What follows belongs to an exercise in optimizing a design on an open flow for small area, a short achievable clock period and few clock cycles; a production flow would make more cautious choices.
Function was checked by simulation only, so behaviour that the tests miss may differ from the original.

==> design/flow/design.v <==
module rs_bm_decoder (
    input  wire         clk,
    input  wire         rst,
    input  wire         start,
    input  wire [4:0]   t_in,
    input  wire [377:0] word_in,
    output wire         ready,
    output reg          done,
    output reg          ok,
    output reg  [4:0]   nerr,
    output wire [377:0] word_out
);
  localparam integer P  = 6;                  
  localparam integer NG = (63 + P - 1) / P;   
  localparam integer NS = NG * P;             
  function [5:0] gf_mul(input [5:0] a, input [5:0] b);
    reg [10:0] p;
    integer i;
    begin
      p = 11'd0;
      for (i = 0; i < 6; i = i + 1)
        if (b[i]) p = p ^ ({5'd0, a} << i);
      for (i = 10; i >= 6; i = i - 1)
        if (p[i]) p = p ^ (11'b1000011 << (i - 6));
      gf_mul = p[5:0];
    end
  endfunction
  localparam [377:0] APOW = {6'd33, 6'd49, 6'd57, 6'd61, 6'd63, 6'd62, 6'd31, 6'd46, 6'd23, 6'd42, 6'd21, 6'd43, 6'd52, 6'd26, 6'd13, 6'd39, 6'd50, 6'd25, 6'd45, 6'd55, 6'd58, 6'd29, 6'd47, 6'd54, 6'd27, 6'd44, 6'd22, 6'd11, 6'd36, 6'd18, 6'd9, 6'd37, 6'd51, 6'd56, 6'd28, 6'd14, 6'd7, 6'd34, 6'd17, 6'd41, 6'd53, 6'd59, 6'd60, 6'd30, 6'd15, 6'd38, 6'd19, 6'd40, 6'd20, 6'd10, 6'd5, 6'd35, 6'd48, 6'd24, 6'd12, 6'd6, 6'd3, 6'd32, 6'd16, 6'd8, 6'd4, 6'd2, 6'd1};
  localparam [383:0] INV = {6'd32, 6'd3, 6'd16, 6'd55, 6'd58, 6'd59, 6'd8, 6'd36, 6'd60, 6'd17, 6'd29, 6'd10, 6'd18, 6'd38, 6'd4, 6'd42, 6'd41, 6'd12, 6'd30, 6'd7, 6'd5, 6'd48, 6'd47, 6'd13, 6'd19, 6'd50, 6'd9, 6'd56, 6'd21, 6'd27, 6'd2, 6'd63, 6'd6, 6'd45, 6'd53, 6'd11, 6'd34, 6'd20, 6'd15, 6'd23, 6'd24, 6'd14, 6'd35, 6'd26, 6'd39, 6'd51, 6'd54, 6'd61, 6'd25, 6'd22, 6'd40, 6'd46, 6'd28, 6'd52, 6'd37, 6'd57, 6'd44, 6'd31, 6'd43, 6'd49, 6'd62, 6'd33, 6'd1, 6'd0};
  localparam [2687:0] PNT = {6'd1, 6'd3, 6'd5, 6'd15, 6'd17, 6'd51, 6'd22, 6'd58, 6'd13, 6'd23, 6'd57, 6'd8, 6'd24, 6'd40, 6'd59, 6'd14, 6'd18, 6'd54, 6'd25, 6'd43, 6'd62, 6'd1, 6'd3, 6'd5, 6'd15, 6'd17, 6'd51, 6'd22, 6'd58, 6'd13, 6'd23, 6'd57, 6'd8, 6'd24, 6'd40, 6'd59, 6'd14, 6'd18, 6'd54, 6'd25, 6'd43, 6'd62, 6'd1, 6'd3, 6'd5, 6'd15, 6'd17, 6'd51, 6'd22, 6'd58, 6'd13, 6'd23, 6'd57, 6'd8, 6'd24, 6'd40, 6'd59, 6'd14, 6'd18, 6'd54, 6'd25, 6'd43, 6'd62, 6'd1, 6'd1, 6'd32, 6'd48, 6'd40, 6'd60, 6'd34, 6'd51, 6'd11, 6'd47, 6'd25, 6'd52, 6'd46, 6'd57, 6'd4, 6'd6, 6'd5, 6'd38, 6'd53, 6'd14, 6'd9, 6'd44, 6'd58, 6'd39, 6'd21, 6'd62, 6'd33, 6'd16, 6'd24, 6'd20, 6'd30, 6'd17, 6'd56, 6'd36, 6'd54, 6'd45, 6'd26, 6'd23, 6'd61, 6'd2, 6'd3, 6'd35, 6'd19, 6'd59, 6'd7, 6'd37, 6'd22, 6'd29, 6'd50, 6'd43, 6'd31, 6'd49, 6'd8, 6'd12, 6'd10, 6'd15, 6'd41, 6'd28, 6'd18, 6'd27, 6'd55, 6'd13, 6'd42, 6'd63, 6'd1, 6'd1, 6'd16, 6'd12, 6'd5, 6'd19, 6'd60, 6'd17, 6'd28, 6'd9, 6'd22, 6'd47, 6'd45, 6'd13, 6'd21, 6'd31, 6'd57, 6'd2, 6'd32, 6'd24, 6'd10, 6'd38, 6'd59, 6'd34, 6'd56, 6'd18, 6'd44, 6'd29, 6'd25, 6'd26, 6'd42, 6'd62, 6'd49, 6'd4, 6'd3, 6'd48, 6'd20, 6'd15, 6'd53, 6'd7, 6'd51, 6'd36, 6'd27, 6'd58, 6'd50, 6'd52, 6'd23, 6'd63, 6'd33, 6'd8, 6'd6, 6'd35, 6'd40, 6'd30, 6'd41, 6'd14, 6'd37, 6'd11, 6'd54, 6'd55, 6'd39, 6'd43, 6'd46, 6'd61, 6'd1, 6'd1, 6'd8, 6'd3, 6'd24, 6'd5, 6'd40, 6'd15, 6'd59, 6'd17, 6'd14, 6'd51, 6'd18, 6'd22, 6'd54, 6'd58, 6'd25, 6'd13, 6'd43, 6'd23, 6'd62, 6'd57, 6'd1, 6'd8, 6'd3, 6'd24, 6'd5, 6'd40, 6'd15, 6'd59, 6'd17, 6'd14, 6'd51, 6'd18, 6'd22, 6'd54, 6'd58, 6'd25, 6'd13, 6'd43, 6'd23, 6'd62, 6'd57, 6'd1, 6'd8, 6'd3, 6'd24, 6'd5, 6'd40, 6'd15, 6'd59, 6'd17, 6'd14, 6'd51, 6'd18, 6'd22, 6'd54, 6'd58, 6'd25, 6'd13, 6'd43, 6'd23, 6'd62, 6'd57, 6'd1, 6'd1, 6'd4, 6'd16, 6'd3, 6'd12, 6'd48, 6'd5, 6'd20, 6'd19, 6'd15, 6'd60, 6'd53, 6'd17, 6'd7, 6'd28, 6'd51, 6'd9, 6'd36, 6'd22, 6'd27, 6'd47, 6'd58, 6'd45, 6'd50, 6'd13, 6'd52, 6'd21, 6'd23, 6'd31, 6'd63, 6'd57, 6'd33, 6'd2, 6'd8, 6'd32, 6'd6, 6'd24, 6'd35, 6'd10, 6'd40, 6'd38, 6'd30, 6'd59, 6'd41, 6'd34, 6'd14, 6'd56, 6'd37, 6'd18, 6'd11, 6'd44, 6'd54, 6'd29, 6'd55, 6'd25, 6'd39, 6'd26, 6'd43, 6'd42, 6'd46, 6'd62, 6'd61, 6'd49, 6'd1, 6'd1, 6'd2, 6'd4, 6'd8, 6'd16, 6'd32, 6'd3, 6'd6, 6'd12, 6'd24, 6'd48, 6'd35, 6'd5, 6'd10, 6'd20, 6'd40, 6'd19, 6'd38, 6'd15, 6'd30, 6'd60, 6'd59, 6'd53, 6'd41, 6'd17, 6'd34, 6'd7, 6'd14, 6'd28, 6'd56, 6'd51, 6'd37, 6'd9, 6'd18, 6'd36, 6'd11, 6'd22, 6'd44, 6'd27, 6'd54, 6'd47, 6'd29, 6'd58, 6'd55, 6'd45, 6'd25, 6'd50, 6'd39, 6'd13, 6'd26, 6'd52, 6'd43, 6'd21, 6'd42, 6'd23, 6'd46, 6'd31, 6'd62, 6'd63, 6'd61, 6'd57, 6'd49, 6'd33, 6'd1, 6'd1, 6'd1, 6'd1, 6'd1, 6'd1, 6'd1, 6'd1, 6'd1, 6'd1, 6'd1, 6'd1, 6'd1, 6'd1, 6'd1, 6'd1, 6'd1, 6'd1, 6'd1, 6'd1, 6'd1, 6'd1, 6'd1, 6'd1, 6'd1, 6'd1, 6'd1, 6'd1, 6'd1, 6'd1, 6'd1, 6'd1, 6'd1, 6'd1, 6'd1, 6'd1, 6'd1, 6'd1, 6'd1, 6'd1, 6'd1, 6'd1, 6'd1, 6'd1, 6'd1, 6'd1, 6'd1, 6'd1, 6'd1, 6'd1, 6'd1, 6'd1, 6'd1, 6'd1, 6'd1, 6'd1, 6'd1, 6'd1, 6'd1, 6'd1, 6'd1, 6'd1, 6'd1, 6'd1, 6'd1};
  integer k, q;
  localparam [1:0] A_IDLE = 2'd0, A_RUN = 2'd2, A_FIN = 2'd3;
  reg [1:0]  a_state;
  reg [5:0]  R   [0:62];      
  reg [5:0]  W1  [0:62];      
  reg [4:0]  tA;
  reg [5:0]  synd;            
  reg [5:0]  win [1:30];      
  reg [5:0]  C   [1:31];      
  reg [5:0]  Bs  [0:31];      
  reg [5:0]  Bc  [0:31];      
  reg [5:0]  gam;             
  reg [5:0]  ib;              
  reg [5:0]  L;
  reg [5:0]  sh;
  reg [5:0]  n;
  reg        b_busy;
  reg [5:0]  bk;
  wire       b_free = !b_busy || (bk == NG + 1);
  wire       a_run  = (a_state == A_RUN);
  wire       a_last = a_run && (n == {tA, 1'b0} - 6'd1);
  reg        ready_q;         
  wire       hand   = ready_q && (a_state != A_IDLE);
  assign ready = ready_q;
  reg [1:0] a_state_nx;
  reg [5:0] n_nx, bk_nx;
  reg       b_busy_nx;
  wire [4:0] tA_nx = ready_q ? t_in : tA;
  always @* begin
    a_state_nx = a_state;
    case (a_state)
      A_IDLE: if (start) a_state_nx = A_RUN;
      A_RUN:  if (a_last) a_state_nx = hand ? (start ? A_RUN : A_IDLE) : A_FIN;
      A_FIN:  if (hand) a_state_nx = start ? A_RUN : A_IDLE;
      default: a_state_nx = A_IDLE;
    endcase
    n_nx      = ready_q ? 6'd0 : (a_run ? n + 6'd1 : n);
    b_busy_nx = b_busy;
    bk_nx     = bk;
    if (hand) begin
      b_busy_nx = 1'b1;
      bk_nx     = 6'd0;
    end else if (b_busy) begin
      if (bk == NG + 1) b_busy_nx = 1'b0;
      else bk_nx = bk + 6'd1;
    end
    if (rst) begin
      a_state_nx = A_IDLE;
      b_busy_nx  = 1'b0;
      bk_nx      = 6'd0;
    end
  end
  wire ready_nx = (a_state_nx == A_IDLE) ||
                  (((a_state_nx == A_FIN) ||
                    ((a_state_nx == A_RUN) && (n_nx == {tA_nx, 1'b0} - 6'd1))) &&
                   (!b_busy_nx || (bk_nx == NG + 1)));
  reg [5:0] rot [0:62];
  reg [5:0] s_next;
  always @* begin
    s_next = 6'd0;
    for (k = 0; k < 63; k = k + 1) begin
      rot[k] = gf_mul(ready_q ? word_in[6*k +: 6] : R[k], APOW[6*k +: 6]);
      s_next = s_next ^ rot[k];
    end
  end
  reg [5:0] d;
  reg [5:0] u;
  reg [5:0] v;
  reg [5:0] Cv [0:31];
  always @* begin
    Cv[0] = 6'd1;
    for (k = 1; k < 32; k = k + 1)
      Cv[k] = C[k];
    u = gf_mul(C[1], synd);
    for (k = 2; k < 32; k = k + 1) begin
      u = u ^ gf_mul(C[k], win[k-1]);
    end
  end
  wire [5:0] f    = gf_mul(d, ib);
  wire [5:0] w    = s_next ^ u;
  wire [5:0] d_nx = w ^ gf_mul(f, v);
  wire grow = (d != 6'd0) && ({L, 1'b0} <= {1'b0, n});
  reg [5:0] Cn [0:31];
  reg [5:0] Bcn [0:31];
  always @* begin
    for (k = 0; k < 32; k = k + 1) begin
      Cn[k]  = (a_run && k > 0) ? (Cv[k] ^ gf_mul(f, Bs[k-1])) : Cv[k];
      Bcn[k] = (a_run && grow) ? Cv[k] : Bc[k];
    end
  end
  wire [5:0] gamn = (a_run && grow) ? d : gam;
  wire [5:0] Ln   = (a_run && grow) ? (n + 6'd1 - L) : L;
  wire [5:0] shn  = a_run ? (grow ? 6'd0 : sh + 6'd1) : sh;
  always @(posedge clk) begin
    for (k = 0; k < 63; k = k + 1)
      R[k] <= rot[k];
    if (ready_q) begin
      for (k = 0; k < 63; k = k + 1)
        W1[k] <= word_in[6*k +: 6];
      tA <= t_in;
    end
    synd   <= s_next;
    win[1] <= synd;
    d      <= ready_q ? s_next : d_nx;
    if (ready_q || grow) v <= ready_q ? s_next : w;
    for (k = 2; k < 31; k = k + 1)
      win[k] <= win[k-1];
    if (ready_q) begin
      for (k = 0; k < 32; k = k + 1) begin
        if (k > 0) C[k] <= 6'd0;
        Bs[k] <= (k == 0) ? 6'd1 : 6'd0;
        Bc[k] <= (k == 0) ? 6'd1 : 6'd0;
      end
      gam <= 6'd1;
      ib  <= 6'd1;
      L   <= 6'd0;
      sh  <= 6'd0;
      n   <= 6'd0;
    end else if (a_state == A_RUN) begin
      for (k = 0; k < 32; k = k + 1) begin
        if (k > 0) C[k] <= Cn[k];
        Bc[k] <= Bcn[k];
        Bs[k] <= grow ? Cv[k] : ((k == 0) ? 6'd0 : Bs[k-1]);
      end
      gam <= gamn;
      if (grow) ib <= INV[6*d +: 6];
      L   <= Ln;
      sh  <= shn;
      n   <= n + 6'd1;
    end
    a_state <= a_state_nx;
    ready_q <= ready_nx;
  end
  reg [5:0]  TL  [1:31];      
  reg [5:0]  TB  [0:31];      
  reg [5:0]  W2  [0:62];      
  reg [5:0]  E   [0:NS-1];    
  reg [5:0]  gB, LB, sB;       
  reg [4:0]  tB;
  reg        rootR [0:P-1];
  reg [5:0]  DR    [0:P-1];   
  reg [5:0]  Z     [0:P-1];   
  reg [5:0]  BP;              
  reg [5:0]  rcnt;
  genvar g;
  generate
    for (g = 0; g < 63; g = g + 1) begin : g_out
      assign word_out[6*g +: 6] = W2[g];
    end
  endgenerate
  reg [5:0] lam_q [0:P-1];
  reg [5:0] odd_q [0:P-1];
  reg [5:0] bv_q  [0:P-1];
  always @* begin
    for (q = 0; q < P; q = q + 1) begin
      lam_q[q] = 6'd1;
      odd_q[q] = 6'd0;
      bv_q[q]  = 6'd0;
      for (k = 0; k < 32; k = k + 1) begin
        if (k > 0) lam_q[q] = lam_q[q] ^ gf_mul(TL[k], APOW[6*((63 * 64 - ((k * q) % 63)) % 63) +: 6]);
        if (k % 2 == 1)
          odd_q[q] = odd_q[q] ^ gf_mul(TL[k], APOW[6*((63 * 64 - ((k * q) % 63)) % 63) +: 6]);
        bv_q[q] = bv_q[q] ^ gf_mul(TB[k], APOW[6*((63 * 64 - ((k * q) % 63)) % 63) +: 6]);
      end
    end
  end
  reg [5:0] e_q [0:P-1];
  reg [5:0] rsum;
  always @* begin
    rsum = rcnt;
    for (q = 0; q < P; q = q + 1) begin
      e_q[q] = rootR[q] ? gf_mul(Z[q], INV[6*DR[q] +: 6]) : 6'd0;
      rsum = rsum + {5'd0, rootR[q]};
    end
  end
  reg [5:0] degB;
  always @* begin
    degB = 6'd0;
    for (k = 1; k < 32; k = k + 1)
      if (TL[k] != 6'd0) degB = k;
  end
  wire [5:0] K  = gB;          
  wire       fin = b_busy && (bk == NG);
  reg        degok;           
  wire       okf = degok && (rsum == LB);
  reg [5:0] Enext [0:NS-1];
  always @* begin
    for (k = 0; k < NS - P; k = k + 1)
      Enext[k] = E[k+P];
    for (q = 0; q < P; q = q + 1)
      Enext[NS-P+q] = e_q[q];
  end
  always @(posedge clk) begin
    for (k = 0; k < NS; k = k + 1)
      E[k] <= Enext[k];
    if (hand) begin
      for (k = 0; k < 32; k = k + 1) begin
        if (k > 0) TL[k] <= Cn[k];
        TB[k] <= Bcn[k];
      end
      gB  <= gamn;
      LB  <= Ln;
      sB  <= ({tA, 1'b0} >= shn) ? ({tA, 1'b0} - shn) : ({tA, 1'b0} + 6'd63 - shn);
      tB  <= tA;
      for (k = 0; k < 63; k = k + 1)
        W2[k] <= W1[k];
    end else begin
      for (k = 0; k < 32; k = k + 1) begin
        if (k > 0) TL[k] <= gf_mul(TL[k], APOW[6*((63 * 64 - ((k * P) % 63)) % 63) +: 6]);
        TB[k] <= gf_mul(TB[k], APOW[6*((63 * 64 - ((k * P) % 63)) % 63) +: 6]);
      end
      if (fin && okf)
        for (k = 0; k < 63; k = k + 1)
          W2[k] <= W2[k] ^ Enext[k];
    end
    for (q = 0; q < P; q = q + 1) begin
      rootR[q] <= (lam_q[q] == 6'd0) && (P * bk + q < 63) && (bk < NG);
      DR[q]    <= gf_mul(bv_q[q], odd_q[q]);
      Z[q]     <= (bk == 6'd0) ? gf_mul(K, PNT[6*(64*q + sB) +: 6]) : gf_mul(Z[q], BP);
    end
    if (bk == 6'd0) BP <= PNT[6*(64*P + sB) +: 6];
    rcnt <= (bk == 6'd0) ? 6'd0 : rsum;
    degok <= (LB <= {1'b0, tB}) && (degB == LB);
    ok   <= okf;
    nerr <= okf ? LB[4:0] : 5'd0;
    b_busy <= b_busy_nx;
    bk     <= bk_nx;
    done   <= fin && !rst;
  end
endmodule
==> design/flow/flow/run.sh <==
#!/bin/bash
set -euo pipefail
export SETUP_SLACK_MARGIN=5.5
export BUFFER_PORTS_ARGS="-buffer_cell sky130_fd_sc_hd__buf_2"
export MAX_REPAIR_ANTENNAS_ITER_DRT=10
bash standard.sh > standard.log 2>&1
==> design/flow/standard.sh <==
#!/bin/bash
# synth_recipe.tcl (not shown) runs the flow's synth.tcl, then flattens the netlist and writes it again
# the make line also repeats each setting of config.mk as NAME=value (left out here)
make -C /OpenROAD-flow-scripts/flow DESIGN_CONFIG=/design/flow/config.mk WORK_HOME=/design/flow/orfs CLKGATE_MAP_FILE= SYNTH_SCRIPT=/design/flow/synth_recipe.tcl "${@:-finish}"
==> design/flow/config.mk <==
export PLATFORM = sky130hd
export DESIGN_NAME = rs_bm_decoder
export DESIGN_NICKNAME = rs_bm_decoder
export VERILOG_FILES = /design/flow/design.v
export SDC_FILE = /design/flow/constraint.sdc
export NUM_CORES = 8
export LEC_CHECK = 0
export CAP_MARGIN = 30
export CORE_MARGIN = 2
export CORE_UTILIZATION = 35
export PLACE_DENSITY = 0.5
export SLEW_MARGIN = 30
==> design/flow/constraint.sdc <==
create_clock -name core_clock -period 10.0 [get_ports {clk}]
set_input_delay 2.0000 -clock core_clock [delete_from_list [all_inputs] [get_ports {clk}]]
set_output_delay 2.0000 -clock core_clock [all_outputs]
set_load 0.01 [all_outputs]
==> results of run 1 <==
[area by class of cell]
| type | instances | area [um^2] |
|---|---|---|
| tap | 7234 | 9050 |
| timing repair buffer | 1506 | 11000 |
| timing repair inverter | 2 | 17.5 |
| clock buffer | 472 | 9530 |
| sequential | 2795 | 64500 |
| multi-input combinational | 17100 | 124000 |
| inverter | 339 | 1340 |
| antenna | 85 | 213 |
| clock inverter | 153 | 1890 |
| fill | 54400 | 322000 |
[registers in the layout, indices dropped and copies added, names as in the netlist, 36 cells and up]
name	count
TL	186
win	180
DR	36
Bc	192
R	378
Bs	181
C	186
W1	378
E	360
Z	36
TB	192
W2	378
[synthesized netlist by cell type, types with 79 or more instances]
cell type	number
xnor2_1	6551
o21ai_0	552
inv_1	329
dfxtp_1	1960
clkbuf_2	122
clkbuf_1	1019
xor2_1	1811
buf_2	250
nand2_1	3796
a311oi_1	185
nand3_1	79
nor2_1	1741
edfxtp_1	835
mux2i_1	385
a21oi_1	921
buf_1	100
ha_1	212
[stage by stage]
step / cells / area [um^2] / util (%) / setup WS, ps
after floorplan: 21800 / 191000 / - / 492
after global placement: 28900 / 203000 / 37.3 / 3800
after detailed placement: 28900 / 204000 / 37.5 / 4040
after CTS: 29600 / 219000 / 40.3 / 5300
after global routing: 29700 / 222000 / 40.8 / 5430
final: 29700 / 222000 / 40.8 / 5370
[per-layer routing]
| layer | part of all wire (%) | wire length, um | track usage [%] | vias up |
|---|---|---|---|---|
| met3 | 8.7 | 92100 | 7.03 | 2091 |
| met2 | 43 | 454000 | 55.8 | 8343 |
| li1 | - | - | - | 69700 |
| met5 | 0.038 | 405 | 0 | - |
| met4 | 7.7 | 81700 | 23.0 | 62 |
| met1 | 41 | 435000 | 48.3 | 77700 |
[cell families after synthesis]
| family | synth area share [%] |
|---|---|
| multiplexers | 2.61 |
| flip-flops | 33.7 |
| adder cells (fa/ha/maj) | 1.47 |
| AO/OA/AOI/OAI | 6.08 |
| AND/OR/NAND/NOR | 12.2 |
| buffers and inverters | 4.02 |
| XOR/XNOR | 39.9 |
[path summary, 6_finish.rpt]
path | from | end | cells past startpoint
hold / removal | E[14][5]$_DFF_P_ | E[8][5]$_DFF_P_ | 0
setup reg to reg | TL[17][0]$_DFFE_PP_ | rootR[2]$_DFF_P_ | 12
setup / recovery | TL[17][0]$_DFFE_PP_ | rootR[2]$_DFF_P_ | 12
hold reg to reg | E[14][5]$_DFF_P_ | E[8][5]$_DFF_P_ | 0
[critical path, stage by stage, from the launching register on]
cell and delay (ps):
edfxtp_1 780, inv_1 150, ha_1 670, xor2_1 150, xnor2_1 550, xnor2_1 360, xnor2_1 360, xnor2_1 130
xnor2_1 320, xnor2_1 220, xnor2_1 160, nand3_1 130, nor4_2 450
[timing repair]
action / 4_1_cts / 5_1_grt
endpoints found under the setup margin: 1316 / 672
resized for setup: 445 / 266
gates cloned: 14 / 10
pin swaps: 30 / 43
setup buffers: 66 / 58
==> results.py, run 1 <==
metrics = {
    "clocking": {
        "clk_transition_reported_paths_ps": 60,
        "clk_path_buf_depth": 4,
        "cts_hold_buf": 0,
        "cts.sinks": 2795,
        "h-tree-depth": 5,
        "clock_latency_ps": 1080,
        "cts_tree": "yes",
        "cts_buffers": 336,
        "clockRootBuffer": "clkbuf_16",
    },
    "logic_synthesis": {
        "syn_nets": 22400,
        "syn_inst": 21800,
        "synth_seq_cells": 2795,
        "synth_area_leader_cell": "xnor2_1",
        "synth.top_cells.by_area": "xnor2_1 (30%), dfxtp_1 (21%), edfxtp_1 (13%)",
        "ys.flop_type": "dfxtp_1",
        "synth.top_cell.area_share_pct": 30.1,
        "synth_edf_count": 835,
        "ys_seq_area_share_pct": 33.7,
        "netlist_area_um2": 191000,
        "ys_types": 81,
        "synth.avg_cell_area_um2": 8.75,
        "yosysWarnings": 23,
        "synthArstFlopShare_pct": 0,
    },
    "global_routing": {
        "antenna_found_initial": 155,
        "grt_max_degree": 176,
        "grt_pass1_wl_um": 1370000,
        "gr-total-overflow": 0,
        "track_usage_pct": 36.8,
        "grt_pass1_vias": 145000,
    },
    "worst_setup_path": {
        "cp.required_ps": 10840,
        "crit_fanout": 6,
        "reg2reg_slack_ps": 5370,
        "cp-end-kind": "flop",
        "cp.arrival_ps": 5470,
        "critPathLaunchType": "flop",
        "path_class": "reg2reg",
    },
    "layout": {
        "final_nets": 22700,
        "layout-drive-gt1-share_pct": 13.0,
        "synthToLayoutAreaGrowth_pct": 16.3,
        "layout_commonest_cell": "xnor2_1",
        "final_cell_mix": "xnor2_1 (6163), nand2_1 (3794), dfxtp_1 (1833), nor2_1 (1735), xor2_1 (1725)",
    },
    "timing": {
        "tightest_slew_ps": 1210,
        "fmax_ghz": 0.216,
        "fin_tns_setup_ps": 0,
        "hold_slack_ps": 261,
        "rsz0062_at_grt": "yes",
        "fin_skew_ps": 118,
        "setup_viol": 0,
        "slew_headroom_pct": 18.9,
        "period_needed_ps": 4630,
        "finalHoldViolCount": 0,
        "slew_violations": 0,
        "timing.final.crit_share_pct": 46.3,
    },
    "floorplan": {
        "coreArea_um2": 544000,
        "die_w_um": 742,
        "rows": 271,
        "die_area_um2": 551000,
        "die_height_um": 742,
        "initial_core_util_pct": 35.1,
        "ios": 772,
    },
    "detailed_routing": {
        "drc_errors": 0,
        "drt_iter0_markers": 20300,
        "dr.pass1.iters": 6,
        "vias": 158000,
        "wirelength_um": 1060000,
        "wire_per_inst_um": 35.7,
        "final_antenna_net_count": 0,
        "routed_via_density": 5.31,
    },
    "placement": {
        "dp_hpwl_um": 829000,
        "port_buffers": 771,
        "place_congestion": 1.06,
    },
    "hold_path": {
        "worst_hold_path_type": "reg2reg",
    },
    "job": {
        "max_cap_violations": 0,
    },
    "status": {
        "outcome": "timing/DRC/antenna clean",
    },
}
Testbench counts, summed over its fixed seeds: cycles 6,673.
==> run 2: changes to the inputs <==
--- a/design/flow/design.v
+++ b/design/flow/design.v
@@ -30,5 +30,5 @@
   localparam [2687:0] PNT = {6'd1, 6'd3, 6'd5, 6'd15, 6'd17, 6'd51, 6'd22, 6'd58, 6'd13, 6'd23, 6'd57, 6'd8, 6'd24, 6'd40, 6'd59, 6'd14, 6'd18, 6'd54, 6'd25, 6'd43, 6'd62, 6'd1, 6'd3, 6'd5, 6'd15, 6'd17, 6'd51, 6'd22, 6'd58, 6'd13, 6'd23, 6'd57, 6'd8, 6'd24, 6'd40, 6'd59, 6'd14, 6'd18, 6'd54, 6'd25, 6'd43, 6'd62, 6'd1, 6'd3, 6'd5, 6'd15, 6'd17, 6'd51, 6'd22, 6'd58, 6'd13, 6'd23, 6'd57, 6'd8, 6'd24, 6'd40, 6'd59, 6'd14, 6'd18, 6'd54, 6'd25, 6'd43, 6'd62, 6'd1, 6'd1, 6'd32, 6'd48, 6'd40, 6'd60, 6'd34, 6'd51, 6'd11, 6'd47, 6'd25, 6'd52, 6'd46, 6'd57, 6'd4, 6'd6, 6'd5, 6'd38, 6'd53, 6'd14, 6'd9, 6'd44, 6'd58, 6'd39, 6'd21, 6'd62, 6'd33, 6'd16, 6'd24, 6'd20, 6'd30, 6'd17, 6'd56, 6'd36, 6'd54, 6'd45, 6'd26, 6'd23, 6'd61, 6'd2, 6'd3, 6'd35, 6'd19, 6'd59, 6'd7, 6'd37, 6'd22, 6'd29, 6'd50, 6'd43, 6'd31, 6'd49, 6'd8, 6'd12, 6'd10, 6'd15, 6'd41, 6'd28, 6'd18, 6'd27, 6'd55, 6'd13, 6'd42, 6'd63, 6'd1, 6'd1, 6'd16, 6'd12, 6'd5, 6'd19, 6'd60, 6'd17, 6'd28, 6'd9, 6'd22, 6'd47, 6'd45, 6'd13, 6'd21, 6'd31, 6'd57, 6'd2, 6'd32, 6'd24, 6'd10, 6'd38, 6'd59, 6'd34, 6'd56, 6'd18, 6'd44, 6'd29, 6'd25, 6'd26, 6'd42, 6'd62, 6'd49, 6'd4, 6'd3, 6'd48, 6'd20, 6'd15, 6'd53, 6'd7, 6'd51, 6'd36, 6'd27, 6'd58, 6'd50, 6'd52, 6'd23, 6'd63, 6'd33, 6'd8, 6'd6, 6'd35, 6'd40, 6'd30, 6'd41, 6'd14, 6'd37, 6'd11, 6'd54, 6'd55, 6'd39, 6'd43, 6'd46, 6'd61, 6'd1, 6'd1, 6'd8, 6'd3, 6'd24, 6'd5, 6'd40, 6'd15, 6'd59, 6'd17, 6'd14, 6'd51, 6'd18, 6'd22, 6'd54, 6'd58, 6'd25, 6'd13, 6'd43, 6'd23, 6'd62, 6'd57, 6'd1, 6'd8, 6'd3, 6'd24, 6'd5, 6'd40, 6'd15, 6'd59, 6'd17, 6'd14, 6'd51, 6'd18, 6'd22, 6'd54, 6'd58, 6'd25, 6'd13, 6'd43, 6'd23, 6'd62, 6'd57, 6'd1, 6'd8, 6'd3, 6'd24, 6'd5, 6'd40, 6'd15, 6'd59, 6'd17, 6'd14, 6'd51, 6'd18, 6'd22, 6'd54, 6'd58, 6'd25, 6'd13, 6'd43, 6'd23, 6'd62, 6'd57, 6'd1, 6'd1, 6'd4, 6'd16, 6'd3, 6'd12, 6'd48, 6'd5, 6'd20, 6'd19, 6'd15, 6'd60, 6'd53, 6'd17, 6'd7, 6'd28, 6'd51, 6'd9, 6'd36, 6'd22, 6'd27, 6'd47, 6'd58, 6'd45, 6'd50, 6'd13, 6'd52, 6'd21, 6'd23, 6'd31, 6'd63, 6'd57, 6'd33, 6'd2, 6'd8, 6'd32, 6'd6, 6'd24, 6'd35, 6'd10, 6'd40, 6'd38, 6'd30, 6'd59, 6'd41, 6'd34, 6'd14, 6'd56, 6'd37, 6'd18, 6'd11, 6'd44, 6'd54, 6'd29, 6'd55, 6'd25, 6'd39, 6'd26, 6'd43, 6'd42, 6'd46, 6'd62, 6'd61, 6'd49, 6'd1, 6'd1, 6'd2, 6'd4, 6'd8, 6'd16, 6'd32, 6'd3, 6'd6, 6'd12, 6'd24, 6'd48, 6'd35, 6'd5, 6'd10, 6'd20, 6'd40, 6'd19, 6'd38, 6'd15, 6'd30, 6'd60, 6'd59, 6'd53, 6'd41, 6'd17, 6'd34, 6'd7, 6'd14, 6'd28, 6'd56, 6'd51, 6'd37, 6'd9, 6'd18, 6'd36, 6'd11, 6'd22, 6'd44, 6'd27, 6'd54, 6'd47, 6'd29, 6'd58, 6'd55, 6'd45, 6'd25, 6'd50, 6'd39, 6'd13, 6'd26, 6'd52, 6'd43, 6'd21, 6'd42, 6'd23, 6'd46, 6'd31, 6'd62, 6'd63, 6'd61, 6'd57, 6'd49, 6'd33, 6'd1, 6'd1, 6'd1, 6'd1, 6'd1, 6'd1, 6'd1, 6'd1, 6'd1, 6'd1, 6'd1, 6'd1, 6'd1, 6'd1, 6'd1, 6'd1, 6'd1, 6'd1, 6'd1, 6'd1, 6'd1, 6'd1, 6'd1, 6'd1, 6'd1, 6'd1, 6'd1, 6'd1, 6'd1, 6'd1, 6'd1, 6'd1, 6'd1, 6'd1, 6'd1, 6'd1, 6'd1, 6'd1, 6'd1, 6'd1, 6'd1, 6'd1, 6'd1, 6'd1, 6'd1, 6'd1, 6'd1, 6'd1, 6'd1, 6'd1, 6'd1, 6'd1, 6'd1, 6'd1, 6'd1, 6'd1, 6'd1, 6'd1, 6'd1, 6'd1, 6'd1, 6'd1, 6'd1, 6'd1, 6'd1};
   integer k, q;
-  localparam [1:0] A_IDLE = 2'd0, A_RUN = 2'd2, A_FIN = 2'd3;
+  localparam [1:0] A_IDLE = 2'd0, A_SYN = 2'd1, A_RUN = 2'd2, A_FIN = 2'd3;
   reg [1:0]  a_state;
   reg [5:0]  R   [0:62];      
@@ -56,14 +56,16 @@
   reg [5:0] n_nx, bk_nx;
   reg       b_busy_nx;
+  reg       noc;
+  wire      early = b_busy && (bk == 6'd1) && noc;
   wire [4:0] tA_nx = ready_q ? t_in : tA;
   always @* begin
     a_state_nx = a_state;
     case (a_state)
-      A_IDLE: if (start) a_state_nx = A_RUN;
-      A_RUN:  if (a_last) a_state_nx = hand ? (start ? A_RUN : A_IDLE) : A_FIN;
-      A_FIN:  if (hand) a_state_nx = start ? A_RUN : A_IDLE;
-      default: a_state_nx = A_IDLE;
+      A_IDLE: if (start) a_state_nx = A_SYN;
+      A_SYN:  a_state_nx = A_RUN;
+      A_RUN:  if (a_last) a_state_nx = hand ? (start ? A_SYN : A_IDLE) : A_FIN;
+      A_FIN:  if (hand) a_state_nx = start ? A_SYN : A_IDLE;
     endcase
-    n_nx      = ready_q ? 6'd0 : (a_run ? n + 6'd1 : n);
+    n_nx      = (ready_q || (a_state == A_SYN)) ? 6'd0 : (a_run ? n + 6'd1 : n);
     b_busy_nx = b_busy;
     bk_nx     = bk;
@@ -73,5 +75,5 @@
     end else if (b_busy) begin
       if (bk == NG + 1) b_busy_nx = 1'b0;
-      else bk_nx = bk + 6'd1;
+      else bk_nx = early ? NG + 1 : bk + 6'd1;
     end
     if (rst) begin
@@ -94,7 +96,6 @@
     end
   end
-  reg [5:0] d;
-  reg [5:0] u;
-  reg [5:0] v;
+  reg [5:0] d, u, v, b;
+  reg [5:0] a;
   reg [5:0] Cv [0:31];
   always @* begin
@@ -102,12 +103,11 @@
     for (k = 1; k < 32; k = k + 1)
       Cv[k] = C[k];
-    u = gf_mul(C[1], synd);
-    for (k = 2; k < 32; k = k + 1) begin
-      u = u ^ gf_mul(C[k], win[k-1]);
-    end
+    a = gf_mul(C[1], synd);
+    for (k = 2; k < 32; k = k + 1)
+      a = a ^ gf_mul(C[k], win[k-1]);
   end
   wire [5:0] f    = gf_mul(d, ib);
-  wire [5:0] w    = s_next ^ u;
-  wire [5:0] d_nx = w ^ gf_mul(f, v);
+  wire [5:0] d_nx = synd ^ u ^ gf_mul(f, v);
+  wire [5:0] u_nx = a ^ gf_mul(f, b);
   wire grow = (d != 6'd0) && ({L, 1'b0} <= {1'b0, n});
   reg [5:0] Cn [0:31];
@@ -115,10 +115,10 @@
   always @* begin
     for (k = 0; k < 32; k = k + 1) begin
-      Cn[k]  = (a_run && k > 0) ? (Cv[k] ^ gf_mul(f, Bs[k-1])) : Cv[k];
-      Bcn[k] = (a_run && grow) ? Cv[k] : Bc[k];
-    end
-  end
-  wire [5:0] gamn = (a_run && grow) ? d : gam;
-  wire [5:0] Ln   = (a_run && grow) ? (n + 6'd1 - L) : L;
+      Cn[k]  = (k > 0) ? (Cv[k] ^ gf_mul(f, Bs[k-1])) : Cv[k];
+      Bcn[k] = grow ? Cv[k] : Bc[k];
+    end
+  end
+  wire [5:0] gamn = grow ? d : gam;
+  wire [5:0] Ln   = grow ? (n + 6'd1 - L) : L;
   wire [5:0] shn  = a_run ? (grow ? 6'd0 : sh + 6'd1) : sh;
   always @(posedge clk) begin
@@ -132,9 +132,13 @@
     synd   <= s_next;
     win[1] <= synd;
-    d      <= ready_q ? s_next : d_nx;
-    if (ready_q || grow) v <= ready_q ? s_next : w;
+    d <= (a_state == A_SYN) ? synd : ((a_run && !a_last) ? d_nx : 6'd0);
+    u <= (a_state == A_SYN) ? 6'd0 : u_nx;
+    if ((a_state == A_SYN) || grow) begin
+      v <= (a_state == A_SYN) ? synd : (synd ^ u);
+      b <= (a_state == A_SYN) ? s_next : (s_next ^ a);
+    end
     for (k = 2; k < 31; k = k + 1)
       win[k] <= win[k-1];
-    if (ready_q) begin
+    if (a_state == A_SYN) begin
       for (k = 0; k < 32; k = k + 1) begin
         if (k > 0) C[k] <= 6'd0;
@@ -146,6 +150,5 @@
       L   <= 6'd0;
       sh  <= 6'd0;
-      n   <= 6'd0;
-    end else if (a_state == A_RUN) begin
+    end else begin
       for (k = 0; k < 32; k = k + 1) begin
         if (k > 0) C[k] <= Cn[k];
@@ -157,7 +160,7 @@
       L   <= Ln;
       sh  <= shn;
-      n   <= n + 6'd1;
     end
     a_state <= a_state_nx;
+    n       <= n_nx;
     ready_q <= ready_nx;
   end
@@ -172,5 +175,5 @@
   reg [5:0]  Z     [0:P-1];   
   reg [5:0]  BP;              
-  reg [5:0]  rcnt;
+  reg [5:0]  rem;             
   genvar g;
   generate
@@ -196,10 +199,10 @@
   end
   reg [5:0] e_q [0:P-1];
-  reg [5:0] rsum;
-  always @* begin
-    rsum = rcnt;
+  reg [2:0] npc;              
+  always @* begin
+    npc = 3'd0;
     for (q = 0; q < P; q = q + 1) begin
       e_q[q] = rootR[q] ? gf_mul(Z[q], INV[6*DR[q] +: 6]) : 6'd0;
-      rsum = rsum + {5'd0, rootR[q]};
+      npc = npc + {2'd0, rootR[q]};
     end
   end
@@ -211,7 +214,7 @@
   end
   wire [5:0] K  = gB;          
-  wire       fin = b_busy && (bk == NG);
+  wire       fin = b_busy && ((bk == NG) || early);
   reg        degok;           
-  wire       okf = degok && (rsum == LB);
+  wire       okf = degok && (rem == {3'd0, npc});
   reg [5:0] Enext [0:NS-1];
   always @* begin
@@ -240,5 +243,5 @@
         TB[k] <= gf_mul(TB[k], APOW[6*((63 * 64 - ((k * P) % 63)) % 63) +: 6]);
       end
-      if (fin && okf)
+      if (fin && okf && !early)
         for (k = 0; k < 63; k = k + 1)
           W2[k] <= W2[k] ^ Enext[k];
@@ -250,6 +253,7 @@
     end
     if (bk == 6'd0) BP <= PNT[6*(64*P + sB) +: 6];
-    rcnt <= (bk == 6'd0) ? 6'd0 : rsum;
+    rem  <= (bk == 6'd0) ? LB : rem - {3'd0, npc};
     degok <= (LB <= {1'b0, tB}) && (degB == LB);
+    noc   <= (LB == 6'd0) || !((LB <= {1'b0, tB}) && (degB == LB));
     ok   <= okf;
     nerr <= okf ? LB[4:0] : 5'd0;
==> run 2 against run 1 <==
Net effect: worst hold slack lost 9.9 ps; largest cell class unchanged; sequential share of layout area up 0.56 points; die area down 0.75%; clock-buffer cell count is 26 lower; via count is 2.5% lower; critical endpoint unchanged; maximum frequency is 4.1% lower.
==> results.py, run 2 <==
metrics = {
    "floorplan": {
        "die_w_um": 740,
        "rows": 270,
        "ios": 772,
        "die_area_um2": 547000,
        "coreArea_um2": 540000,
        "die_height_um": 740,
        "initial_core_util_pct": 35.1,
    },
    "timing": {
        "fmax_ghz": 0.207,
        "tightest_slew_ps": 1250,
        "period_needed_ps": 4820,
        "finalHoldViolCount": 0,
        "fin_tns_setup_ps": 0,
        "timing.final.crit_share_pct": 48.2,
        "slew_violations": 0,
        "slew_headroom_pct": 16.0,
        "fin_skew_ps": 148,
        "setup_viol": 0,
        "rsz0062_at_grt": "yes",
    },
    "global_routing": {
        "grt_pass1_wl_um": 1340000,
        "track_usage_pct": 36.1,
        "gr-total-overflow": 0,
        "grt_max_degree": 205,
        "grt_pass1_vias": 143000,
        "antenna_found_initial": 150,
    },
    "logic_synthesis": {
        "ys_seq_area_share_pct": 34.1,
        "ys.flop_type": "dfxtp_1",
        "synth.top_cell.area_share_pct": 28.9,
        "syn_nets": 21800,
        "synthArstFlopShare_pct": 0,
        "netlist_area_um2": 189000,
        "yosysMostFrequentCell": "xnor2_1",
        "synth.avg_cell_area_um2": 8.95,
        "syn_inst": 21200,
        "yosysWarnings": 23,
        "synth.cells.most_frequent": "xnor2_1 (6241), nand2_1 (3803), dfxtp_1 (1967)",
        "synth_seq_cells": 2808,
        "synth_edf_count": 841,
        "ys_types": 91,
        "synth_area_leader_cell": "xnor2_1",
        "synth.top_cells.by_area": "xnor2_1 (29%), dfxtp_1 (21%), edfxtp_1 (13%)",
    },
    "worst_setup_path": {
        "path_class": "reg2reg",
        "reg2reg_slack_ps": 5180,
        "crit_path_cell_trace": "inv_1, ha_2, xnor2_1, xnor2_1, xnor2_1, xnor2_1, xnor2_1, xnor2_1, xnor2_2, xnor2_1, or4b_2, nor4_1",
        "path_common_cell": "xnor2_1",
        "r2r_end": "rootR[2]$_DFF_P_",
        "r2r-start": "TL[29][3]$_DFF_P_",
        "cp-end-kind": "flop",
        "crit_slowest_cell": "or4b_2",
        "critPathLaunchType": "flop",
        "reg2reg_depth": 12,
        "cp.arrival_ps": 5610,
        "crit_fanout": 6,
        "cp.required_ps": 10780,
        "cpPeakStageDelay_ps": 740,
    },
    "placement": {
        "port_buffers": 771,
        "place_congestion": 1.06,
        "dp_hpwl_um": 819000,
        "dp.cells": 28300,
    },
    "layout": {
        "n_fill_cell": 54300,
        "layout-drive-gt1-share_pct": 12.9,
        "reg.largest.list": "R x378, W1 x378, W2 x378",
        "final_cell_mix": "xnor2_1 (5911), nand2_1 (3798), dfxtp_1 (1850), xor2_1 (1827), nor2_1 (1247)",
        "synthToLayoutAreaGrowth_pct": 15.5,
        "final_nets": 22200,
        "stdcell_count": 29200,
        "layout_commonest_cell": "xnor2_1",
    },
    "detailed_routing": {
        "wirelength_um": 1030000,
        "final_antenna_net_count": 0,
        "wire_per_inst_um": 35.2,
        "vias": 154000,
        "drc_errors": 0,
        "dr.pass1.iters": 6,
        "drt_iter0_markers": 18800,
        "routed_via_density": 5.26,
    },
    "clocking": {
        "clockRootBuffer": "clkbuf_16",
        "h-tree-depth": 5,
        "clk_transition_reported_paths_ps": 70,
        "clock_latency_ps": 1070,
        "cts_buffers": 337,
        "cts.sinks": 2808,
        "cts_tree": "yes",
        "clk_path_buf_depth": 4,
    },
    "hold_path": {
        "worst_hold_path_type": "reg2reg",
        "holdPathEnd": "E[50][5]$_DFF_P_",
        "min_from": "E[56][5]$_DFF_P_",
        "hold_path_depth": 0,
    },
    "status": {
        "outcome": "timing/DRC/antenna clean",
    },
    "job": {
        "max_cap_violations": 0,
    },
}
==> run 2: worst max-delay path by stage <==
stage	from	end	slack (ps)	cells past startpoint
after floorplan	ready_q$_DFF_P_	W2[0][0]$_DFFE_PP_	2940	16
after CTS	ready_q$_DFF_P_	b[5]$_DFFE_PP_	5300	12
after global placement	word_in[334]	b[3]$_DFFE_PP_	3860	12
after global routing	TL[4][4]$_DFF_P_	rootR[2]$_DFF_P_	5300	12
after detailed placement	ready_q$_DFF_P_	b[5]$_DFFE_PP_	4190	13
final	TL[29][3]$_DFF_P_	rootR[2]$_DFF_P_	5180	12
==> run 2: kinds of logic after synthesis <==
group                      share of synthesized area, %
buffers and inverters                              3.65
and+or+nand+nor                                    11.7
adders and majority gates                          1.50
xor gates and xnor gates                           40.8
DFF                                                34.1
AOI/OAI and AO/OA                                  6.31
muxes                                              1.92
==> run 2: what timing repair did <==
item	CTS	global route
resized for setup	378	194
cloned	7	3
setup buffers	61	45
setup endpoints to repair	669	441
hold buffers	0	0
pin swaps	21	27
==> run 2: critical path: cells and delay by family (launching register included) <==
kind | cells | cell delay (ps)
AND/OR/NAND/NOR | 2 | 1090
adder cells (fa/ha/maj) | 1 | 720
flip-flops | 1 | 630
XOR/XNOR | 8 | 2070
buffers and inverters | 1 | 110
==> run 2: metrics by stage <==
stage	cell area [um^2]	worst slack [ps]	util, %	hold slack, ps
2_1_floorplan	190000	2940	-	329
3_3_place_gp	201000	3860	37.3	334
3_5_place_dp	202000	4190	37.5	336
4_1_cts	217000	5300	40.1	265
5_1_grt	219000	5300	40.5	295
6_report	219000	5180	40.5	251
==> run 2: layer usage <==
| layer | global-route usage, % | wire length [um] | vias up |
|---|---|---|---|
| met5 | 0 | 299 | - |
| met4 | 22.8 | 82000 | 42 |
| met3 | 6.11 | 81700 | 1977 |
| met2 | 55.8 | 448000 | 7813 |
| met1 | 46.8 | 417000 | 76000 |
| li1 | - | - | 68000 |
==> run 2: layout make-up <==
| class | count | area (um^2) | share of cell area [%] |
|---|---|---|---|
| antenna | 165 | 413 | 0.189 |
| clock buffer | 446 | 9350 | 4.27 |
| clock inverter | 177 | 2080 | 0.951 |
| inverter | 327 | 1260 | 0.576 |
| multi-input combinational | 16700 | 122000 | 55.7 |
| sequential | 2808 | 64800 | 29.6 |
| tap | 7208 | 9020 | 4.12 |
| timing repair buffer | 1442 | 9920 | 4.54 |
Testbench counts of run 2, summed over its fixed seeds: cycles 6,766.
==> run 3: changes to the inputs <==
==> design/flow/flow/run.sh (replaced) <==
#!/bin/bash
set -euo pipefail
export SETUP_SLACK_MARGIN=6.2
export BUFFER_PORTS_ARGS="-buffer_cell sky130_fd_sc_hd__buf_2"
export MAX_REPAIR_ANTENNAS_ITER_DRT=10
bash standard.sh > standard.log 2>&1
==> run 3 against run 2 <==
Net effect: still clean; setup slack improved by 650 ps; via count rose by 3.6%; worst hold slack better by 10 ps; non-clock buffer count grew 768; global-route usage up 0.87 points; sequential share of layout area decreased by 2.4 points; cell area rose by 9.8%; largest cell class unchanged.
==> results.py, run 3 <==
metrics = {
    "logic_synthesis": {
        "synth.cells.most_frequent": "xnor2_1 (6241), nand2_1 (3803), dfxtp_1 (1967)",
        "synth_edf_count": 841,
        "synthArstFlopShare_pct": 0,
        "netlist_area_um2": 189000,
        "synth_area_leader_cell": "xnor2_1",
        "ys_types": 91,
        "syn_nets": 21800,
        "synth.top_cells.by_area": "xnor2_1 (29%), dfxtp_1 (21%), edfxtp_1 (13%)",
        "ys_seq_area_share_pct": 34.1,
        "synth.top_cell.area_share_pct": 28.9,
        "yosysMostFrequentCell": "xnor2_1",
        "synth_seq_cells": 2808,
        "synth.avg_cell_area_um2": 8.95,
        "syn_inst": 21200,
        "ys.flop_type": "dfxtp_1",
        "yosysWarnings": 23,
    },
    "timing": {
        "slew_violations": 0,
        "tightest_slew_ps": 1130,
        "fin_ws_ps": 5820,
        "finalHoldViolCount": 0,
        "fin_tns_setup_ps": 0,
        "rsz0062_at_grt": "yes",
        "fin_skew_ps": 132,
        "setup_viol": 0,
        "period_needed_ps": 4180,
        "slew_headroom_pct": 24.3,
        "fmax_ghz": 0.239,
        "timing.final.crit_share_pct": 41.8,
    },
    "hold_path": {
        "worst_hold_path_type": "reg2reg",
        "holdPathEnd": "E[50][5]$_DFF_P_",
        "min_from": "E[56][5]$_DFF_P_",
        "hold_path_depth": 0,
    },
    "placement": {
        "post-place-ws_ps": 4190,
        "dp_hpwl_um": 819000,
        "place_congestion": 1.06,
        "port_buffers": 771,
        "dpl_cell_area_um2": 202000,
    },
    "floorplan": {
        "die_area_um2": 547000,
        "ios": 772,
        "die_height_um": 740,
        "rows": 270,
        "die_w_um": 740,
        "coreArea_um2": 540000,
        "initial_core_util_pct": 35.1,
    },
    "worst_setup_path": {
        "critPathLaunchType": "primary input",
        "crit_fanout": 3,
        "r2r-start": "ready_q$_DFF_P_",
        "r2r_end": "b[1]$_DFFE_PP_",
        "cp.required_ps": 10760,
        "path_class": "in2reg",
        "reg2reg_slack_ps": 5870,
        "cp-end-kind": "flop",
        "cp.arrival_ps": 4930,
        "reg2reg_depth": 13,
    },
    "clocking": {
        "cts_buffers": 337,
        "clock_latency_ps": 1060,
        "cts_tree": "yes",
        "h-tree-depth": 5,
        "clk_transition_reported_paths_ps": 70,
        "clk_path_buf_depth": 4,
        "cts.sinks": 2808,
        "clockRootBuffer": "clkbuf_16",
    },
    "detailed_routing": {
        "wirelength_um": 1070000,
        "final_antenna_net_count": 0,
        "vias": 159000,
        "drc_errors": 0,
        "dr.pass1.iters": 6,
        "routed_via_density": 5.31,
        "wire_per_inst_um": 35.6,
        "drt_iter0_markers": 19600,
    },
    "global_routing": {
        "track_usage_pct": 37.0,
        "grt_pass1_wl_um": 1370000,
        "grt_max_degree": 205,
        "gr-total-overflow": 0,
        "grt_pass1_vias": 147000,
        "antenna_found_initial": 153,
    },
    "job": {
        "max_cap_violations": 0,
    },
    "status": {
        "outcome": "timing/DRC/antenna clean",
    },
    "layout": {
        "final_nets": 23000,
        "reg.largest.list": "R x378, W1 x378, W2 x378",
        "layout_commonest_cell": "xnor2_1",
        "layout-drive-gt1-share_pct": 21.8,
        "postLayoutCoreUtil_pct": 44.5,
        "final_cell_mix": "xnor2_1 (5216), nand2_1 (3787), xor2_1 (1681), dfxtp_1 (1666), nor2_1 (1215)",
        "postLayoutCellArea_um2": 240000,
        "synthToLayoutAreaGrowth_pct": 26.8,
    },
}
==> run 3: cell counts after synthesis <==
No cell type changed its count.
==> run 3: kinds of logic after synthesis <==
group                      Yosys count  share of synthesized area (%)
xor gates and xnor gates          8417                           40.8
and+or+nand+nor                   5587                           11.7
DFF                               2808                           34.1
AOI/OAI and AO/OA                 2117                           6.31
buffers and inverters             1693                           3.65
muxes                              317                           1.92
adders and majority gates          222                           1.50
==> run 3: final cells by class <==
type / count / area, um^2
antenna: 164 / 410
clock buffer: 446 / 9350
clock inverter: 177 / 2080
fill: 52700 / 300000
inverter: 327 / 1340
multi-input combinational: 16700 / 133000
sequential: 2808 / 65400
tap: 7208 / 9020
timing repair buffer: 2210 / 19800
timing repair inverter: 1 / 7.51
==> run 3: how the worst max path moves through the flow <==
stage                     from                  to  slack, ps  cells past startpoint
2_1_floorplan  ready_q$_DFF_P_  W2[0][0]$_DFFE_PP_       2940                     16
3_3_place_gp      word_in[334]      b[3]$_DFFE_PP_       3860                     12
3_5_place_dp   ready_q$_DFF_P_      b[5]$_DFFE_PP_       4190                     13
4_1_cts           word_in[315]      b[5]$_DFFE_PP_       5770                     14
5_1_grt        ready_q$_DFF_P_               ready       5840                      5
6_report          word_in[100]      b[2]$_DFFE_PP_       5820                     12
==> run 3: worst max-delay path, stage by stage <==
cell and delay, ps:
buf_2 240, xnor2_1 150, nor2_1 100, a21oi_4 260, xor2_4 300, xor2_1 340
xnor3_1 440, xor3_1 220, xnor2_1 170, xor2_1 260, xor2_2 330, xor2_1 110
==> run 3: metal layers <==
| metal | vias to the layer above | share of wire [%] | GRT usage (%) |
|---|---|---|---|
| li1 | 69500 | - | - |
| met1 | 78900 | 39 | 47.4 |
| met2 | 8691 | 43 | 56.8 |
| met3 | 2272 | 8.6 | 6.67 |
| met4 | 52 | 8.7 | 24.8 |
| met5 | - | 0.054 | 0 |
==> run 3: stage by stage <==
step | hold WS, ps | cells
final | 262 | 30000
after global routing | 295 | 29900
after CTS | 265 | 29400
after detailed placement | 336 | 28300
after global placement | 334 | 28300
after floorplan | 329 | 21200
==> run 3: what timing repair did <==
action,CTS,global route
buffers inserted,422,372
pin swaps,253,462
setup endpoints to repair,1348,811
hold buffers,0,0
endpoints found under the hold margin,0,0
gates cloned,52,40
resized for setup,1783,1040
==> run 4: changes to the inputs <==
--- a/design/flow/design.v
+++ b/design/flow/design.v
@@ -58,5 +58,5 @@
   reg       noc;
   wire      early = b_busy && (bk == 6'd1) && noc;
-  wire [4:0] tA_nx = ready_q ? t_in : tA;
+  wire [4:0] tA_nx = (ready_q && start) ? t_in : tA;
   always @* begin
     a_state_nx = a_state;
@@ -97,4 +97,6 @@
   end
   reg [5:0] d, u, v, b;
+  reg [5:0] ar;               
+  reg       gl;               
   reg [5:0] a;
   reg [5:0] Cv [0:31];
@@ -109,5 +111,6 @@
   wire [5:0] f    = gf_mul(d, ib);
   wire [5:0] d_nx = synd ^ u ^ gf_mul(f, v);
-  wire [5:0] u_nx = a ^ gf_mul(f, b);
+  wire [5:0] b_eff = gl ? (synd ^ ar) : b;
+  wire [5:0] u_nx = a ^ gf_mul(f, b_eff);
   wire grow = (d != 6'd0) && ({L, 1'b0} <= {1'b0, n});
   reg [5:0] Cn [0:31];
@@ -125,5 +128,5 @@
     for (k = 0; k < 63; k = k + 1)
       R[k] <= rot[k];
-    if (ready_q) begin
+    if (ready_q && start) begin
       for (k = 0; k < 63; k = k + 1)
         W1[k] <= word_in[6*k +: 6];
@@ -136,6 +139,8 @@
     if ((a_state == A_SYN) || grow) begin
       v <= (a_state == A_SYN) ? synd : (synd ^ u);
-      b <= (a_state == A_SYN) ? s_next : (s_next ^ a);
-    end
+    end
+    b  <= (a_state == A_SYN) ? s_next : b_eff;
+    ar <= a;
+    gl <= (a_state != A_SYN) && grow;
     for (k = 2; k < 31; k = k + 1)
       win[k] <= win[k-1];
==> run 4 against run 3 <==
Net effect: still clean; first-iteration DRC count increased by 4.0%; sequential share of layout area increased by 0.11 points; wire length decreased by 1.3%; synthesized cell count increased by 0.47%; highest routed layer unchanged.
==> results.py, run 4 <==
metrics = {
    "clocking": {
        "cts_hold_buf": 0,
        "cts_tree": "yes",
        "cts.sinks": 2815,
        "clock_latency_ps": 1070,
        "clk_transition_reported_paths_ps": 60,
        "cts_buffers": 341,
        "clk_path_buf_depth": 4,
        "h-tree-depth": 5,
        "clockRootBuffer": "clkbuf_16",
    },
    "floorplan": {
        "rows": 270,
        "coreArea_um2": 540000,
        "initial_core_util_pct": 35.1,
        "die_area_um2": 547000,
        "ios": 772,
        "die_w_um": 740,
        "die_height_um": 740,
    },
    "logic_synthesis": {
        "yosysWarnings": 23,
        "ys_seq_area_share_pct": 34.2,
        "ys.flop_type": "dfxtp_1",
        "synth.top_cell.area_share_pct": 29.6,
        "netlist_area_um2": 189000,
        "synth_seq_cells": 2815,
        "synth.top_cells.by_area": "xnor2_1 (30%), dfxtp_1 (21%), edfxtp_1 (13%)",
        "synth.cells.most_frequent": "xnor2_1 (6412), nand2_1 (3794), dfxtp_1 (1980)",
        "syn_inst": 21300,
        "ys_types": 85,
        "synthArstFlopShare_pct": 0,
        "synth_area_leader_cell": "xnor2_1",
        "synth.avg_cell_area_um2": 8.91,
        "yosysMostFrequentCell": "xnor2_1",
        "synth_edf_count": 835,
        "syn_nets": 21900,
    },
    "detailed_routing": {
        "drt_iter0_markers": 20400,
        "final_antenna_net_count": 0,
        "drc_errors": 0,
        "routed_via_density": 5.33,
        "dr.pass1.iters": 8,
        "vias": 160000,
        "wire_per_inst_um": 35.2,
        "wirelength_um": 1060000,
    },
    "global_routing": {
        "grt_use_met1_pct": 47.1,
        "grt_use_met3_pct": 7.53,
        "grt_max_degree": 204,
        "track_usage_pct": 36.6,
        "gr-total-overflow": 0,
        "grt_pass1_wl_um": 1360000,
        "antenna_found_initial": 132,
        "grt_pass1_vias": 147000,
        "grtUsageMet2_pct": 55.5,
        "busiest_layer": "met2",
    },
    "placement": {
        "dp.cells": 28400,
        "port_buffers": 771,
        "dp_hpwl_um": 805000,
        "post-place-ws_ps": 4350,
        "place_congestion": 1.08,
    },
    "timing": {
        "setup_viol": 0,
        "timing.final.crit_share_pct": 39.8,
        "slew_violations": 0,
        "fmax_ghz": 0.251,
        "period_needed_ps": 3980,
        "fin_skew_ps": 154,
        "tightest_slew_ps": 1190,
        "rsz0062_at_grt": "yes",
        "slew_headroom_pct": 19.8,
        "fin_tns_setup_ps": 0,
        "fin_ws_ps": 6020,
        "finalHoldViolCount": 0,
    },
    "worst_setup_path": {
        "critPathLaunchType": "flop",
        "cp-end-kind": "flop",
        "cp.arrival_ps": 4790,
        "path_class": "reg2reg",
        "cp.required_ps": 10810,
        "crit_fanout": 6,
    },
    "status": {
        "outcome": "timing/DRC/antenna clean",
    },
    "hold_path": {
        "worst_hold_path_type": "reg2reg",
    },
    "layout": {
        "reg.largest.list": "R x378, W1 x378, W2 x378",
        "synthToLayoutAreaGrowth_pct": 26.4,
        "final_cell_mix": "xnor2_1 (5349), nand2_1 (3782), dfxtp_1 (1661), xor2_1 (1638), nor2_1 (1234)",
        "stdcell_count": 30000,
        "layout-drive-gt1-share_pct": 21.4,
        "n_fill_cell": 52700,
        "postLayoutCoreUtil_pct": 44.4,
        "layout_commonest_cell": "xnor2_1",
        "final_nets": 23000,
    },
    "job": {
        "max_cap_violations": 0,
    },
}
[run 4: layout make-up]
cell class	instances	area (um^2)	area share (%)
Multi-Input combinational cell	16800	134000	55.8
Timing Repair Buffer	2119	18300	7.62
Tap cell	7208	9020	3.76
Clock buffer	468	9530	3.98
Timing Repair inverter	1	11.3	0.00470
Clock inverter	161	2040	0.850
Inverter	322	1350	0.563
Antenna cell	121	303	0.126
Sequential cell	2815	65500	27.3
[run 4: cells by family after synthesis]
logic type | Yosys count | synth area share [%]
muxes | 349 | 2.07
DFF | 2815 | 34.2
buffers and inverters | 1678 | 3.57
AOI/OAI and AO/OA | 2085 | 6.18
adders and majority gates | 222 | 1.50
xor gates and xnor gates | 8492 | 40.7
and+or+nand+nor | 5619 | 11.8
[run 4: through the flow]
stage / area [um^2] / hold WS (ps)
detailed placement: 203000 / 355
finish: 240000 / 267
CTS: 232000 / 273
global route: 239000 / 299
floorplan: 190000 / 329
global placement: 202000 / 354
[run 4: worst max-delay path: stages (launching register included)]
cell	delay (ps)
edfxtp_1	460
buf_4	180
xnor2_2	430
xnor2_1	180
xnor2_1	220
xnor2_2	460
xnor2_1	160
xnor2_1	180
xnor3_2	580
nor2_1	170
xnor2_1	160
xnor2_1	160
xnor3_1	440
[run 4: per-layer routing]
metal  vias to the layer above  share of wire [%]
met5                         -              0.031
met4                        40                8.4
met3                      2321                9.3
met2                      8916                 43
met1                     78800                 40
li1                      69600                  -
[run 4: what timing repair did]
item	CTS	global route
pin swaps	343	329
setup buffers	496	260
endpoints found under the setup margin	1436	637
cloned	42	30
gates resized for setup	1854	860
[run 4: worst paths after layout]
check | startpoint | to | slack [ps] | depth (start not counted)
worst max-delay path | TB[28][0]$_DFFE_PP_ | DR[3][3]$_DFF_P_ | 6020 | 12
worst min-delay path | E[56][4]$_DFF_P_ | E[50][4]$_DFF_P_ | 270 | 0
worst min register to register | E[56][4]$_DFF_P_ | E[50][4]$_DFF_P_ | 270 | 0
worst max register to register | TB[28][0]$_DFFE_PP_ | DR[3][3]$_DFF_P_ | 6020 | 12
Testbench counts of run 4, summed over its fixed seeds: cycles 6,766.
==> run 5: changes to the inputs <==
==> design/flow/flow/run.sh (replaced) <==
#!/bin/bash
set -euo pipefail
export SETUP_SLACK_MARGIN=6.5
export BUFFER_PORTS_ARGS="-buffer_cell sky130_fd_sc_hd__buf_2"
export MAX_REPAIR_ANTENNAS_ITER_DRT=10
bash standard.sh > standard.log 2>&1
==> run 5 against run 4 <==
Net effect: maximum frequency down 1.8%; flip-flop and latch count unchanged; wire length up 2.7%; highest routed layer unchanged; clock-buffer cell count shrank 10; first-iteration DRC count grew 2.4%; global-route usage up 0.25 points.
==> results.py, run 5 <==
metrics = {
    "status": {
        "outcome": "timing/DRC/antenna clean",
    },
    "placement": {
        "post-place-ws_ps": 4290,
        "dp_hpwl_um": 796000,
        "port_buffers": 771,
        "place_congestion": 1.09,
    },
    "global_routing": {
        "track_usage_pct": 36.8,
        "gr-total-overflow": 0,
        "grt_max_degree": 190,
        "grt_pass1_wl_um": 1380000,
    },
    "logic_synthesis": {
        "synth.cells.most_frequent": "xnor2_1 (6412), nand2_1 (3794), dfxtp_1 (1980)",
        "synth_area_leader_cell": "xnor2_1",
        "netlist_area_um2": 189000,
        "ys_types": 85,
        "synth_edf_count": 835,
        "synth_seq_cells": 2815,
        "synth.top_cell.area_share_pct": 29.6,
        "synth.top_cells.by_area": "xnor2_1 (30%), dfxtp_1 (21%), edfxtp_1 (13%)",
        "ys_seq_area_share_pct": 34.2,
        "synth.avg_cell_area_um2": 8.91,
        "yosysWarnings": 23,
        "synthArstFlopShare_pct": 0,
        "syn_inst": 21300,
        "ys.flop_type": "dfxtp_1",
        "yosysMostFrequentCell": "xnor2_1",
    },
    "layout": {
        "layout-drive-gt1-share_pct": 29.8,
        "n_fill_cell": 50300,
        "stdcell_count": 31100,
        "reg.largest.list": "R x378, W1 x378, W2 x378",
        "final_nets": 24100,
        "synthToLayoutAreaGrowth_pct": 38.5,
        "layout_commonest_cell": "xnor2_1",
        "seq_area_um2": 65700,
    },
    "detailed_routing": {
        "drt_iter0_markers": 20800,
        "dr.pass1.iters": 6,
        "wirelength_um": 1080000,
        "final_antenna_net_count": 0,
        "wire_per_inst_um": 34.9,
        "vias": 166000,
    },
    "floorplan": {
        "die_area_um2": 547000,
        "coreArea_um2": 540000,
        "die_height_um": 740,
        "die_w_um": 740,
        "initial_core_util_pct": 35.1,
        "rows": 270,
        "ios": 772,
    },
    "timing": {
        "fin_skew_ps": 123,
        "tightest_slew_ps": 1130,
        "period_needed_ps": 4050,
        "hold_slack_ps": 261,
        "fin_tns_setup_ps": 0,
        "finalHoldViolCount": 0,
        "slew_headroom_pct": 24.8,
        "setup_viol": 0,
        "slew_violations": 0,
        "fin_ws_ps": 5950,
    },
    "worst_setup_path": {
        "cp-end-kind": "flop",
        "path_class": "reg2reg",
        "critPathLaunchType": "flop",
        "cp.arrival_ps": 4770,
        "crit_fanout": 4,
    },
    "job": {
        "max_cap_violations": 0,
    },
    "hold_path": {
        "worst_hold_path_type": "reg2reg",
    },
    "clocking": {
        "clockRootBuffer": "clkbuf_16",
        "cts_buffers": 336,
        "cts.sinks": 2815,
        "clk_path_buf_depth": 4,
        "cts_tree": "yes",
        "h-tree-depth": 5,
        "cts_hold_buf": 0,
    },
}
run 5: cell count changes in the layout (fill, tap and decap cells not counted), sizes merged:
cell           previous run  this run
bufbuf                   19        21
clkdlybuf4s18             1         0
clkinvlp                 34        41
clkdlybuf4s15             0         1
clkbuf                  502       522
buf                    2065      3164
inv                     320       313
bufinv                   33        30
a21oi                  1025      1026
diode                   121        80
run 5: area by class of cell:
type / count / share of cell area [%]
timing repair inverter: 1 / 0.00763
multi-input combinational: 16800 / 53.9
antenna: 80 / 0.0763
sequential: 2815 / 25.0
timing repair buffer: 3250 / 12.7
clock buffer: 458 / 3.60
clock inverter: 158 / 0.777
tap: 7208 / 3.44
inverter: 322 / 0.520
run 5: repair_timing:
action | 4_1_cts | 5_1_grt
setup endpoints to repair | 1968 | 1343
pin swaps | 503 | 977
gates cloned | 106 | 78
resized for setup | 3077 | 2144
setup buffers | 1082 | 684
run 5: stage by stage:
step	utilization, %	instance area [um^2]
after global placement	37.4	202000
final	48.6	262000
after floorplan	-	190000
after global routing	48.6	262000
after detailed placement	37.6	203000
after CTS	45.1	243000
run 5: worst paths after layout:
kind,endpoint,slack [ps],start,depth (start not counted)
worst min register to register,E[41][4]$_DFF_P_,260,E[47][4]$_DFF_P_,0
worst max register to register,sB[4]$_DFFE_PP_,5950,n[2]$_DFF_P_,23
worst min-delay path,E[41][4]$_DFF_P_,260,E[47][4]$_DFF_P_,0
worst max-delay path,sB[4]$_DFFE_PP_,5950,n[2]$_DFF_P_,23
run 5: worst max-delay path: stages (launching register included):
cell	delay (ps)
dfxtp_4	360
inv_4	40
ha_4	200
a21o_1	150
a21o_1	150
a21o_1	160
a21oi_2	180
o21bai_4	150
or2_4	310
and3_4	180
a21oi_4	170
inv_2	60
fa_2	420
nand2b_4	100
a21oi_4	50
o21bai_1	180
a21oi_2	90
o21bai_4	180
buf_6	120
nand2_1	80
a31oi_4	160
nor2_1	50
nor2_1	140
xnor2_1	90
run 5: cells by family (layout without fill, tap and decap cells):
logic type	count (synthesis)	in the layout	share of synthesized area [%]
AOI/OAI and AO/OA	2085	2087	6.18
other	0	80	0
xor gates and xnor gates	8492	8492	40.7
DFF	2815	2815	34.2
adders and majority gates	222	222	1.50
buffers and inverters	1678	4189	3.57
and+or+nand+nor	5619	5619	11.8
muxes	349	349	2.07
run 5: metal layers:
layer | vias up | global-route usage [%] | routed length [um] | part of all wire (%)
li1 | 71800 | - | - | -
met1 | 82200 | 47.3 | 419000 | 39
met2 | 9691 | 56.5 | 464000 | 43
met3 | 2715 | 6.73 | 103000 | 9.5
met5 | - | 0.00874 | 402 | 0.037
met4 | 52 | 24.5 | 96500 | 8.9

-- what the ideal ports hide --
The results above use ideal ports. As a check the final layouts listed here were re-extracted and re-timed, cells and wires unchanged. Step 1 (the two cells are an assumption about what drives the block):
set clk [get_ports {clk}]
set_driving_cell -lib_cell sky130_fd_sc_hd__clkbuf_16 $clk
set_driving_cell -lib_cell sky130_fd_sc_hd__buf_2 [delete_from_list [all_inputs] $clk]
Step 2 also shifts input and output timing later by t, the mid clock arrival at the registers, as if the neighbouring blocks saw the same clock. Three values: ideal, step 1, step 2; two values: the first two.
| run | shift t [ns] | slack for setup (ns) | worst setup path after step 2 | worst register clock-pin slew, ns | worst slew at a driven data input, ns |
|---|---|---|---|---|---|
| run 1 | 1.147 | 5.374 / 5.374 / 4.415 | input to register | 0.09 / 0.09 | 0.23 |
| run 2 | 1.123 | 5.176 / 5.176 / 4.418 | input to register | 0.08 / 0.08 | 0.20 |
| run 3 | 1.123 | 5.824 / 5.763 / 4.740 | input to register | 0.09 / 0.09 | 0.20 |
| run 4 | 1.117 | 6.019 / 6.019 / 4.952 | input to register | 0.08 / 0.08 | 0.24 |
| run 5 | 1.147 | 5.945 / 5.945 / 4.960 | input to register | 0.08 / 0.08 | 0.19 |
After both steps every run listed still meets setup and hold. For run 3, which loses most, drivers alone change the setup slack by -0.061 ns; drivers and shift together by -1.084 ns.
